Source: an optimization exercise on an open RTL-to-GDS flow (aim: small area). Production flows keep margins and buffers that such runs may drop. In this exercise RTL edits were held to simulation tests only and were not proved equivalent to the original.

## flow/flow/run.sh

```bash
#!/bin/bash
# The standard layout (standard.sh) with these changes:
#  - synthesis maps with flow/abc.script (an area-oriented ABC script) and leaves
#    adders to ABC instead of extracting full/half adder cells (ADDER_MAP_FILE empty);
#  - ports are buffered with sky130_fd_sc_hd__buf_1;
#  - the clock tree is built from clkbuf_8 (clusters of at most 14 sinks) without dummy loads.
# Each ORFS step writes its full log under orfs/logs; make's output is in flow_make.log.
set -euo pipefail
HERE=$(pwd)
export AREA_ABC_SCRIPT=$HERE/flow/abc.script
export CTS_ARGS="-sink_clustering_enable -repair_clock_nets -buf_list sky130_fd_sc_hd__clkbuf_8 -sink_clustering_size 14 -sink_clustering_max_diameter 50 -dont_use_dummy_load"
bash standard.sh SYNTH_SCRIPT=$HERE/flow/synth.tcl ADDER_MAP_FILE= "BUFFER_PORTS_ARGS=-buffer_cell sky130_fd_sc_hd__buf_1" finish > $HERE/flow_make.log 2>&1
```

## flow/flow/abc.script

```
strash
&get -n
&deepsyn -T 60
&put
balance
rewrite
refactor
balance
rewrite
rewrite -z
balance
refactor -z
rewrite -z
balance
dch
amap
topo
```

## flow/flow/synth.tcl

```tcl
# synth_recipe.tcl with one change: the final technology mapping uses flow/abc.script
proc synth {args} { yosys synth -nofsm -noshare {*}$args }
proc abc {args} {
  set i [lsearch -exact $args -script]
  if { $i >= 0 } { lset args [expr { $i + 1 }] $::env(AREA_ABC_SCRIPT) }
  yosys abc {*}$args
}
source $::env(SCRIPTS_DIR)/synth.tcl
# left out here: clear keep_hierarchy, flatten, clean up, hide names made inside functions, write 1_2_yosys.v
```

## flow/standard.sh

```bash
#!/bin/bash
# synth_recipe.tcl (not shown) runs the flow's synth.tcl, then flattens the netlist and writes it again
# the make line also repeats each setting of config.mk as NAME=value (left out here)
make -C /OpenROAD-flow-scripts/flow DESIGN_CONFIG=/design/flow/config.mk WORK_HOME=/design/flow/orfs CLKGATE_MAP_FILE= SYNTH_SCRIPT=/design/flow/synth_recipe.tcl "${@:-finish}"
```

## flow/config.mk

```make
export PLATFORM = sky130hd
export DESIGN_NAME = nec16_core
export DESIGN_NICKNAME = nec16_core
export VERILOG_FILES = /design/flow/design.v
export SDC_FILE = /design/flow/constraint.sdc
export NUM_CORES = 4
export LEC_CHECK = 0
export CAP_MARGIN = 0
export CORE_MARGIN = 2
export CORE_UTILIZATION = 60
export GPL_TIMING_DRIVEN = 0
export PLACE_DENSITY = 0.75
export SLEW_MARGIN = 0
```

## flow/constraint.sdc

```tcl
create_clock -name core_clock -period 10.0 [get_ports {clk}]
set_input_delay 2.0000 -clock core_clock [delete_from_list [all_inputs] [get_ports {clk}]]
set_output_delay 2.0000 -clock core_clock [all_outputs]
set_load 0.01 [all_outputs]
```

## flow/design.v

```verilog
module nec16_core (
    input  wire        clk,
    input  wire        rst,           
    input  wire        step,          
    output wire        ready,         
    output wire        done,          
    output wire        err,           
    output wire [1:0]  err_code,      
    input  wire [3:0]  dbg_sel,
    output wire [15:0] dbg_val,
    input  wire        host_we,
    input  wire [15:0] host_wdata,
    output wire        bus_req,
    output wire        bus_we,
    output wire [15:0] bus_addr,
    output reg  [7:0]  bus_wdata,     
    input  wire        bus_ack,
    input  wire [7:0]  bus_rdata,
    input  wire        bus_err,
    input  wire [1:0]  bus_err_code
);
    localparam [6:0]
        S_IDLE = 7'd0,
        S_ADV  = 7'd1,    
        S_LI   = 7'd2,    
        S_JI1  = 7'd3,    
        S_UJ   = 7'd4,    
        S_SPT  = 7'd5,    
        S_CA5  = 7'd6,    
        S_PO3  = 7'd7,    
        S_SA1S = 7'd8,    
        S_SA1L = 7'd9,    
        S_LA   = 7'd10,   
        S_GM2  = 7'd11,   
        S_SPW  = 7'd12,   
        S_CR   = 7'd13,   
        S_CA4  = 7'd14,   
        S_INC  = 7'd15,   
        S_CHK  = 7'd16,   
        S_LDPC = 7'd17,   
        S_CMP1 = 7'd18,
        S_CMP2 = 7'd19,
        S_CMPE = 7'd20,   
        S_CMP3 = 7'd21,   
        S_COPY = 7'd22,
        S_SW1  = 7'd23,
        S_SW2  = 7'd24,
        S_SW3  = 7'd25,
        S_JI2  = 7'd26,   
        S_PR1  = 7'd27,   
        S_PR2  = 7'd28,   
        S_CA1  = 7'd29,   
        S_CA3  = 7'd30,   
        S_SPI  = 7'd31,   
        S_PO1  = 7'd32,   
        S_PO5  = 7'd33,   
        S_SA2  = 7'd34,   
        S_GM1  = 7'd35,   
        S_GM3  = 7'd36,   
        S_SM   = 7'd37,   
        S_JM1  = 7'd38,   
        S_JM2  = 7'd39,   
        S_OI1  = 7'd40,   
        S_OI2  = 7'd41,   
        S_AL1  = 7'd42,   
        S_AL2  = 7'd43,   
        S_SH1  = 7'd44,   
        S_SH2  = 7'd45,   
        S_SHA  = 7'd46,   
        S_SHL  = 7'd47,   
        S_WT   = 7'd48,   
        S_MU1  = 7'd49,   
        S_MUA  = 7'd50,   
        S_MUL  = 7'd51,   
        S_DV0  = 7'd52,   
        S_DV1  = 7'd53,   
        S_DV2  = 7'd54,   
        S_DVA  = 7'd55,   
        S_DVB  = 7'd56,   
        S_DVW  = 7'd57;   
    localparam [6:0] B_RD = 7'b1000000, B_WR = 7'b1100000, B_LAST = 7'b0010000;
    localparam [6:0] S_F0 = B_RD | S_ADV;
    localparam [2:0] X_K = 3'd0, X_T = 3'd1, X_TS = 3'd2, X_U = 3'd3, X_H = 3'd4;
    localparam [1:0] M_ADD = 2'd0, M_XOR = 2'd1, M_OR = 2'd2, M_AND = 2'd3;
    localparam [1:0] U_H = 2'd0, U_S = 2'd1, U_B = 2'd2, U_Q = 2'd3;
    reg [15:0] x [0:15];
    reg [15:0] T;
    reg [7:0]  Uh;                    
    wire [15:0] U = {Uh, bus_wdata};
    reg [7:0]  ir0, ir1;
    reg [6:0]  st;
    reg        F;
    reg        done_r;
    wire [3:0] opcode = ir0[7:4];
    wire [3:0] regA   = ir0[3:0];
    wire [3:0] regB   = ir1[7:4];
    wire [3:0] rrB    = ir1[3:0];
    wire [3:0] cnt    = ir1[3:0];    
    reg  [3:0] rsel;
    reg  [2:0] xs;
    reg        yr, yi, ci, sinen, zb, two, kneg;
    reg  [1:0] am;
    reg        tl;
    reg  [1:0] um;
    reg        rwe;
    reg  [3:0] wsel;
    reg  [6:0] nst;
    reg        fin, ferr;
    reg  [1:0] fcode;
    reg        fl;
    reg  [1:0] fsrc;      
    reg        cl, cinc;
    reg  [3:0] rs_q;
    always @(*) rsel = ready ? dbg_sel : rs_q;
    wire [15:0] R = x[rsel];
    function [3:0] rsel_of(input [6:0] s, input [7:0] i0, input [7:0] i1);
        case (s)
            S_CHK, S_LDPC, S_INC, S_CA1, S_CA4: rsel_of = 4'd15;
            S_SPT, S_PR2, S_CA3, S_SPI, S_PO1, S_PO3: rsel_of = 4'd13;
            S_JI1, S_JM1: rsel_of = 4'd2;
            S_GM1: rsel_of = 4'd1;
            S_CMP1: rsel_of = (i0[3:0] == 4'h2) ? i1[3:0] : i1[7:4];
            S_CMP2: rsel_of = (i0[3:0] == 4'h2) ? i1[7:4] : i1[3:0];
            S_COPY, S_SW2, S_CR, S_SA2: rsel_of = i1[3:0];
            S_PR1: rsel_of = (i1[7:4] == 4'h4) ? 4'd15 : i1[3:0];
            S_AL2: rsel_of = (i0[7:4] == 4'h8) ? i0[3:0] : i1[7:4];
            S_SM, S_JM2, S_OI2, S_AL1, S_SH2, S_MUA, S_MUL, S_DV1: rsel_of = i0[3:0];
            default: rsel_of = i1[7:4];    
        endcase
    endfunction
    wire        sin = U[15] & sinen;
    reg  [15:0] X;
    always @(*) begin
        case (xs)
            X_K:  X = {{14{kneg}}, kneg | two, kneg & ~two};    
            X_T:  X = T;
            X_TS: X = {T[14:0], sin};
            X_U:  X = U;
            default: X = host_wdata;
        endcase
    end
    wire [15:0] Y = ({16{yr}} & R) ^ {16{yi}};
    wire [16:0] sum = {1'b0, X} + {1'b0, Y} + {16'h0000, ci};
    reg  [15:0] S;
    always @(*) begin
        case (am)
            M_ADD: S = sum[15:0];
            M_XOR: S = X ^ Y;
            M_OR:  S = X | Y;
            default: S = X & Y;
        endcase
    end
    wire c16 = sum[16];
    assign ready     = (st == S_IDLE);
    assign done      = done_r;
    assign err       = F;
    assign err_code  = ir1[1:0];
    assign dbg_val   = R;
    assign bus_addr  = T;
    assign bus_req   = st[6];
    assign bus_we    = st[5];
    wire [7:0] bytein = bus_rdata & {8{~zb}};
    always @(*) begin
        xs = X_K; yr = 1'b0; yi = 1'b0; ci = 1'b0; am = M_ADD;
        two = 1'b0; kneg = 1'b0; sinen = 1'b0; zb = 1'b0;
        tl = 1'b0; um = U_H; rwe = 1'b0; wsel = 4'd15; nst = st;
        fin = 1'b0; ferr = 1'b0; fcode = 2'd0; fl = 1'b0; fsrc = 2'd0;
        cl = 1'b0; cinc = 1'b0;
        if (st[6]) begin
            xs = X_T; ci = 1'b1;
            if (bus_ack) begin
                if (bus_err) begin fin = 1'b1; ferr = 1'b1; fcode = bus_err_code; end
                else begin
                    tl = 1'b1; um = U_B;
                    if (st[4]) begin
                        nst = {3'b000, st[3:0]};
                        if (st[3:0] == 4'd0) fin = 1'b1;
                    end else nst = st | B_LAST;
                end
            end
        end else case (st)
            S_IDLE: begin
                xs = X_H; wsel = dbg_sel;
                if (step) nst = S_CHK;
                else rwe = host_we;
            end
            S_CHK: begin
                yr = 1'b1; ci = 1'b1;    
                fl = 1'b1; nst = S_LDPC;
            end
            S_LDPC: begin
                yr = 1'b1; tl = 1'b1;
                if (F) begin fin = 1'b1; ferr = 1'b1; fcode = 2'd1; end
                else nst = S_F0;
            end
            S_ADV: begin
                xs = X_T; rwe = 1'b1; wsel = 4'd15;    
                case (opcode)
                    4'h0: case (regA)
                        4'h1, 4'h2, 4'h3: nst = S_CMP1;
                        4'h4: nst = B_RD | S_LI;
                        4'h5: nst = B_RD | S_JI1;
                        4'h6: nst = S_COPY;
                        4'h7: nst = S_SW1;
                        4'h8: nst = B_RD | S_UJ;
                        4'h9: case (regB)
                            4'h0: nst = B_RD | S_SPT;
                            4'h1, 4'h4: nst = S_PR1;
                            4'h2, 4'h5: nst = S_PO1;
                            4'h3: nst = S_CA1;
                            4'h6: nst = B_RD | S_SA1S;
                            4'h7: nst = B_RD | S_SA1L;
                            default: fin = 1'b1;
                        endcase
                        default: fin = 1'b1;
                    endcase
                    4'h1: nst = S_JM1;
                    4'h2, 4'h3: nst = S_GM1;
                    4'h4: nst = S_OI1;
                    4'h5, 4'h6, 4'h7, 4'hb, 4'hc: nst = S_AL1;
                    4'h8: nst = S_AL2;
                    4'h9, 4'ha: nst = S_SH1;
                    4'hd: nst = S_MU1;
                    default: nst = S_DV0;
                endcase
                if (fin) nst = S_IDLE;
            end
            S_INC: begin yr = 1'b1; two = 1'b1; rwe = 1'b1; wsel = 4'd15; fin = 1'b1; end
            S_CMP1: begin yr = 1'b1; tl = 1'b1; nst = S_CMP2; end
            S_CMP2: begin
                xs = X_T; yr = 1'b1;
                if (regA == 4'h1) begin am = M_XOR; tl = 1'b1; nst = S_CMPE; end    
                else begin yi = 1'b1; ci = 1'b1; fl = 1'b1; nst = S_CMP3; end        
            end
            S_CMPE: begin xs = X_T; yi = 1'b1; fl = 1'b1; nst = S_CMP3; end         
            S_CMP3: begin ci = F; rwe = 1'b1; wsel = 4'd2; fin = 1'b1; end
            S_COPY: begin yr = 1'b1; rwe = 1'b1; wsel = regB; fin = 1'b1; end
            S_SW1: begin yr = 1'b1; tl = 1'b1; nst = S_SW2; end
            S_SW2: begin yr = 1'b1; rwe = 1'b1; wsel = regB; nst = S_SW3; end
            S_SW3: begin xs = X_T; rwe = 1'b1; wsel = rrB; fin = 1'b1; end
            S_LI:  begin xs = X_U; rwe = 1'b1; wsel = regB; nst = S_INC; end
            S_JI1: begin yr = 1'b1; kneg = 1'b1; fl = 1'b1; fsrc = 2'd1; nst = S_JI2; end
            S_JI2: begin xs = F ? X_U : X_T; rwe = 1'b1; wsel = 4'd15; fin = 1'b1; end
            S_UJ:  begin xs = X_U; rwe = 1'b1; wsel = 4'd15; fin = 1'b1; end
            S_SPT: begin yr = 1'b1; tl = 1'b1; nst = B_WR | S_SPW; end
            S_SPW: begin xs = X_T; rwe = 1'b1; wsel = 4'd13;
                         if (regB == 4'h0) nst = S_INC; else fin = 1'b1; end
            S_PR1: begin yr = 1'b1; um = U_S; nst = S_PR2; end
            S_PR2: begin yr = 1'b1; tl = 1'b1;
                         nst = (regB == 4'h4) ? (B_WR | S_CR) : (B_WR | S_SPW); end
            S_CR:  begin yr = 1'b1; rwe = 1'b1; wsel = 4'd15; nst = S_SPW; end
            S_CA1: begin yr = 1'b1; two = 1'b1; um = U_S; nst = S_CA3; end
            S_CA3: begin yr = 1'b1; tl = 1'b1; nst = B_WR | S_CA4; end
            S_CA4: begin yr = 1'b1; tl = 1'b1; nst = B_RD | S_CA5; end
            S_CA5: begin xs = X_U; rwe = 1'b1; wsel = 4'd15; nst = S_SPI; end
            S_SPI: begin yr = 1'b1; two = 1'b1; rwe = 1'b1; wsel = 4'd13; fin = 1'b1; end
            S_PO1: begin yr = 1'b1; kneg = 1'b1; two = 1'b1; tl = 1'b1; nst = B_RD | S_PO3; end
            S_PO3: begin yr = 1'b1; kneg = 1'b1; two = 1'b1; rwe = 1'b1; wsel = 4'd13; nst = S_PO5; end
            S_PO5: begin xs = X_U; rwe = 1'b1; wsel = (regB == 4'h5) ? 4'd15 : rrB; fin = 1'b1; end
            S_SA1S: begin xs = X_U; tl = 1'b1; nst = S_SA2; end
            S_SA1L: begin xs = X_U; tl = 1'b1; nst = B_RD | S_LA; end
            S_SA2: begin yr = 1'b1; um = U_S; nst = B_WR | S_INC; end
            S_LA:  begin xs = X_U; rwe = 1'b1; wsel = rrB; nst = S_INC; end
            S_GM1: begin yr = 1'b1; tl = 1'b1;
                         nst = (opcode == 4'h2) ? (B_RD | B_LAST | S_GM2) : S_SM; end
            S_GM2: begin zb = 1'b1; um = U_B; nst = S_GM3; end
            S_GM3: begin xs = X_U; rwe = 1'b1; wsel = regA; fin = 1'b1; end
            S_SM:  begin yr = 1'b1; um = U_S; nst = B_WR | B_LAST | S_IDLE; end
            S_JM1: begin yr = 1'b1; kneg = 1'b1; fl = 1'b1; fsrc = 2'd1; nst = S_JM2; end
            S_JM2: begin yr = 1'b1; rwe = F; wsel = 4'd15; fin = 1'b1; end
            S_OI1: begin zb = 1'b1; um = U_B; nst = S_OI2; end
            S_OI2: begin xs = X_U; yr = 1'b1; am = M_OR; rwe = 1'b1; wsel = regA; fin = 1'b1; end
            S_AL1: begin yr = 1'b1; tl = 1'b1; nst = S_AL2; end
            S_AL2: begin
                rwe = 1'b1; wsel = regA; fin = 1'b1;
                xs = X_T; yr = 1'b1;
                case (opcode)
                    4'h5: am = M_OR;
                    4'h6: am = M_AND;
                    4'h7: am = M_XOR;
                    4'h8: begin xs = X_K; yi = 1'b1; end
                    4'hb: ;
                    default: begin yi = 1'b1; ci = 1'b1; end
                endcase
            end
            S_SH1: begin cl = 1'b1; nst = S_SH2; end
            S_SH2: begin
                yr = 1'b1;
                if (opcode == 4'h9) begin tl = 1'b1; nst = S_SHL; end
                else begin um = U_S; nst = S_SHA; end
            end
            S_SHA: begin ci = U[15]; tl = 1'b1; um = U_Q; nst = S_SHL; end
            S_SHL: begin
                if (cnt == 4'hf) nst = S_WT;
                else begin xs = X_TS; sinen = (opcode == 4'ha); tl = 1'b1; um = U_Q; cinc = 1'b1; end
            end
            S_WT:  begin xs = X_T; rwe = 1'b1; wsel = regA; fin = 1'b1; end
            S_MU1: begin yr = 1'b1; um = U_S; cl = 1'b1; nst = S_MUA; end
            S_MUA: begin yr = U[15]; tl = 1'b1; um = U_Q; nst = S_MUL; end
            S_MUL: begin
                if (cnt == 4'hf) nst = S_WT;
                else begin xs = X_TS; yr = U[15]; tl = 1'b1; um = U_Q; cinc = 1'b1; end
            end
            S_DV0: begin
                yr = 1'b1; kneg = 1'b1; cl = 1'b1;    
                fl = 1'b1; nst = S_DV1;
            end
            S_DV1: begin
                yr = 1'b1; um = U_S;
                if (!F) begin fin = 1'b1; ferr = 1'b1; fcode = 2'd3; end
                else nst = S_DV2;
            end
            S_DV2: begin tl = 1'b1; nst = S_DVA; end
            S_DVA: begin
                xs = X_TS; sinen = 1'b1; yr = 1'b1; yi = 1'b1; ci = 1'b1;
                fl = 1'b1; fsrc = 2'd2; nst = S_DVB;
            end
            S_DVB: begin
                xs = X_TS; sinen = 1'b1; yr = F; yi = F; ci = F;
                tl = 1'b1; um = U_Q; cinc = 1'b1; nst = (cnt == 4'hf) ? S_DVW : S_DVA;
            end
            S_DVW: begin xs = opcode[0] ? X_T : X_U; rwe = 1'b1; wsel = regA; fin = 1'b1; end
            default: nst = S_IDLE;
        endcase
        if (fin) nst = S_IDLE;
    end
    reg fv;
    always @(*) begin
        case (fsrc)
            2'd1: fv = ~c16;
            2'd2: fv = c16 | T[15];
            default: fv = c16;
        endcase
    end
    wire qbit = (st == S_DVB) ? F : 1'b0;
    always @(posedge clk) begin
        if (rst) begin
            st     <= S_IDLE;
            done_r <= 1'b0;
        end else begin
            st     <= nst;
            done_r <= fin;
        end
        rs_q <= rsel_of(nst, ir0, ir1);
        if (rwe) x[wsel] <= S;
        if (tl) T <= S;
        case (um)
            U_S: {Uh, bus_wdata} <= S;
            U_B: {Uh, bus_wdata} <= {bytein, U[15:8]};
            U_Q: {Uh, bus_wdata} <= {U[14:0], qbit};
            default: ;
        endcase
        if (fin) F <= ferr;
        else if (fl) F <= fv;
        if (st == S_F0 && bus_ack) ir0 <= bus_rdata;
        if (fin) ir1[1:0] <= fcode;
        else if (st == (S_F0 | B_LAST) && bus_ack) ir1 <= bus_rdata;
        else if (cl) ir1[3:0] <= (st == S_SH1) ? (R[3:0] ^ {4{opcode == 4'h9}}) : 4'h0;
        else if (cinc) ir1[3:0] <= cnt + 4'd1;
    end
endmodule
```

==> notes.md <==
-- metal layers --
layer	global-route usage, %	up-vias	routed length (µm)	part of all wire (%)
li1	-	5572	-	-
met1	53.8	6105	18600	38
met2	57.1	985	22100	45
met3	6.39	186	6110	12
met4	16.2	0	2390	4.9
met5	0	-	0	0
-- worst register-to-register path: cells and delay by family (launching register included) --
kind / cells / cell delay [ns]
flip-flops: 1 / 0.61
AND/OR/NAND/NOR: 16 / 3.12
buffers and inverters: 6 / 1.59
AO/OA/AOI/OAI: 19 / 3.99
-- sequential cells by signal, summed over array words and instances, names as in the netlist --
name and flops:
x 256, bus_wdata 8, ir0 8, Uh 8
st 7, rs_q 4, ir1 8, done_r 1
F 1, T 16
-- worst max path at each step --
stage | from | cells past startpoint | end | slack, ns
after floorplan | dbg_sel[1] | 38 | Uh[7] | 1.34
after global placement | st[4] | 39 | x[14][15] | -3.82
after detailed placement | st[4] | 41 | Uh[6] | -2.28
after CTS | st[4] | 42 | x[15][15] | 0.001
after global routing | st[5] | 41 | x[6][15] | 0.10
final | st[5] | 41 | x[14][15] | 0.55
-- timing repair --
item / CTS / global route
endpoints found under the setup margin: 203 / 74
pin swaps: 0 / 1
setup buffers: 0 / 2
gates resized for setup: 18 / 15
-- layout by cell type (no fill, tap or decap), types with 23 or more instances in the layout --
| master | count |
|---|---|
| edfxtp_1 | 305 |
| nor2_1 | 256 |
| clkinv_1 | 140 |
| o21ai_0 | 112 |
| buf_1 | 82 |
| nand2_1 | 75 |
| o22ai_1 | 68 |
| nor3_1 | 62 |
| a21oi_1 | 56 |
| clkbuf_8 | 31 |
| nand3_1 | 23 |
-- logic make-up after synthesis --
family,share of synthesized area (%)
and+or+nand+nor,15.1
AOI/OAI and AO/OA,17.6
DFF,63.1
buffers and inverters,4.16
-- synth_stat cells, drive strengths merged, types with 2 or more instances --
cell type,count
a211oi,13
a221oi,17
o21a,11
a22oi,16
nor3,62
a31oi,14
buf,10
and2,2
o221ai,17
nand3,23
a32oi,2
o2111ai,4
o211ai,6
nand2,75
edfxtp,305
nor2b,19
a22o,4
o32ai,8
and3,2
a311oi,4
nor2,282
o22ai,73
o31ai,10
a21oi,57
or3,14
or2,11
o41ai,8
clkinv,145
dfxtp,12
o21bai,2
o21ai,117
a2111oi,2
nand4,4
nor4,22
a222oi,12
-- cell type report --
cell class | instances | area [µm²] | area share (%)
plain buffers | 10 | 75.1 | 0.450
clock buffers | 31 | 427 | 2.56
inverters | 145 | 588 | 3.52
multi-input cells | 924 | 5040 | 30.2
flip-flops and latches | 317 | 9400 | 56.3
well taps | 324 | 405 | 2.43
repair buffers | 115 | 759 | 4.55
-- metrics by stage --
step / utilization (%) / TNS (ns) / cell area (µm²)
floorplan: - / 0 / 14900
global placement: 64.2 / -631.53 / 15600
detailed placement: 66.2 / -234.09 / 16100
CTS: 68.3 / 0 / 16600
global route: 68.7 / 0 / 16700
finish: 68.7 / 0 / 16700
==> metrics.md <==
| Metric | Value |
|---|---|
| Status | timing/DRC/antenna clean |
| H-Tree Level Count | 1 |
| Setup slack, reg-to-reg | around 0.55 ns |
| Drt first-iter violations | about 2000 |
| Global-route wire length before repair | ~73 mm |
| Largest net degree at the start of global routing | 50 |
| Flops & latches, synth | about 320 |
| Num ports | between 80 and 90 |
| Area Growth Syn to Fin | 12.1% |
| Worst relative slew slack | 17.8% |
| Top-area cell type share of the netlist area | about three fifths |
| Nets@finish | about 1600 |
| FP Rows | 57 |
| Kind of critical path | register to register |
| Pre-antenna DRT Iters | 6 |
| Count of different cell masters after synthesis | 46 |
| Largest cells by area after synthesis | edfxtp_1, nor2_1, o21ai_0 |
| DIE WIDTH | approximately 160 µm |
| Synthesized area | 14900 µm² |
| Layout cells sized above 1 | 7.78% |
| Post-synthesis sequential area ratio | 63.1% |
| Crit path buf inv count | 6 |
| Root Buffer | clkbuf_8 |
| Startpoint Class | register |
| Placer Congestion | 1.04 |
| PortBufs | 82 |
| Fmax | around 110 MHz |
| Setup Slack @ Placement | -2.28 ns |
| Fin. max-slew vios | 0 |
| Non-Filler Instances | between 1500 and 2000 |
| Worst-Skew Late Latency | approximately 0.63 ns |
| TritonCTS Buffers | 31 |
| Largest delay share family, worst path | compound AO/OA/AOI/OAI gates |
| Hold path depth | 2 |
| CP Capture Type | register |
| Cells after DPL | ~1800 |
| Clock slew at reported path FFs | 0.08 ns |
| Vias in the first global route | roughly 12000 |
| Crit path required time | 10.40 ns |
| Worst Skew | between 0.1 and 0.15 ns |
| Critical R2R Capture | x[14][15] |
| Final setup fails | 0 |
| WHS | just over 0.6 ns |
| Min-delay worst type | register to register |
| WL/cell | between 20 and 30 µm |
| Yosys top cell by area | edfxtp_1 |
| Layout fillers | around 1800 |
| Async set or reset register ratio after synthesis | 0% |
| CTS tree | built |
| Syn avg cell area | 10.7 µm² |
| Crit-path max cell delay | 0.61 ns |
| R2r startpoint | st[5] |
| WP data arrival | approximately 9.9 ns |
| Fin worst setup slack | 0.551 ns |
| Hold Crit Endpoint | bus_wdata[2] |
| Antenna Nets Post-Route | 0 |
| Ys Warns | 1 |
| Crit path max fanout | 16 |
| Initial antenna violation count | 1 |
| Full die area | ~26000 µm² |
| Die Y | between 150 and 200 µm |
| Max Cap Viol | 0 |
| Post-synth EDFFs | between 300 and 400 |
| Post-CTS Hold Buffers | 0 |
| Clock Sinks | approximately 320 |
| Initial core utilization | about three fifths |
| Total gr overflow | 0 |
| Routed vias/inst | about 6.9 |
| Min Tclk post-route | between 9 and 10 ns |
| Slowest cell on crit path | dfxtp_1 |
| Cell count after synthesis | approximately 1400 |
| DRC | 0 |
| Core area | 24300 µm² |
| Hold Path Origin | bus_wdata[1] |
| DR vias | about 13000 |
| Slew at the pin closest to its max-slew limit | roughly 1.2 ns |
| N_diodes | 0 |
| Clk buf depth | 3 |
| Post-synthesis net count | between 1000 and 1500 |
| Depth of the most critical reg-to-reg path | 41 |
| WL final | 49.2 mm |
| Crit share post-route | between 90% and 100% |
| Fin. Hold Viols | 0 |
| Total Routing Usage GR | a little under two fifths |
| Post-DP HPWL | ~35 mm |
| RSZ-0062 raised after global routing | false |
| Ys flop type | edfxtp_1 |

what the ideal ports hide:
The results above use ideal ports. As a check the final layout listed here was re-extracted and re-timed, cells and wires unchanged.
Step 1: set_driving_cell puts a clkbuf_16 on clk and a buf_2 on each other input, an assumption about the parent block.
Step 2 times the ports against the registers' clock, not the clock port: input delays grow and output delays shrink by t, the midpoint of the rising clock arrivals with the driver on.
Three values: ideal ports, drivers, drivers and shift; two values: the first two.
shift t [ns]: 0.621
setup slack, ns: 0.551 / 0.551 / 0.551
clock arrival spread, ns: 0.109 / 0.109
slew at the worst register clock pin (ns): 0.09 / 0.09
worst slew at a driven data input, ns: 0.04
After both steps setup and hold are still met in this run. For this run, drivers alone change the setup slack by 0.000 ns; drivers and shift together by 0.000 ns.
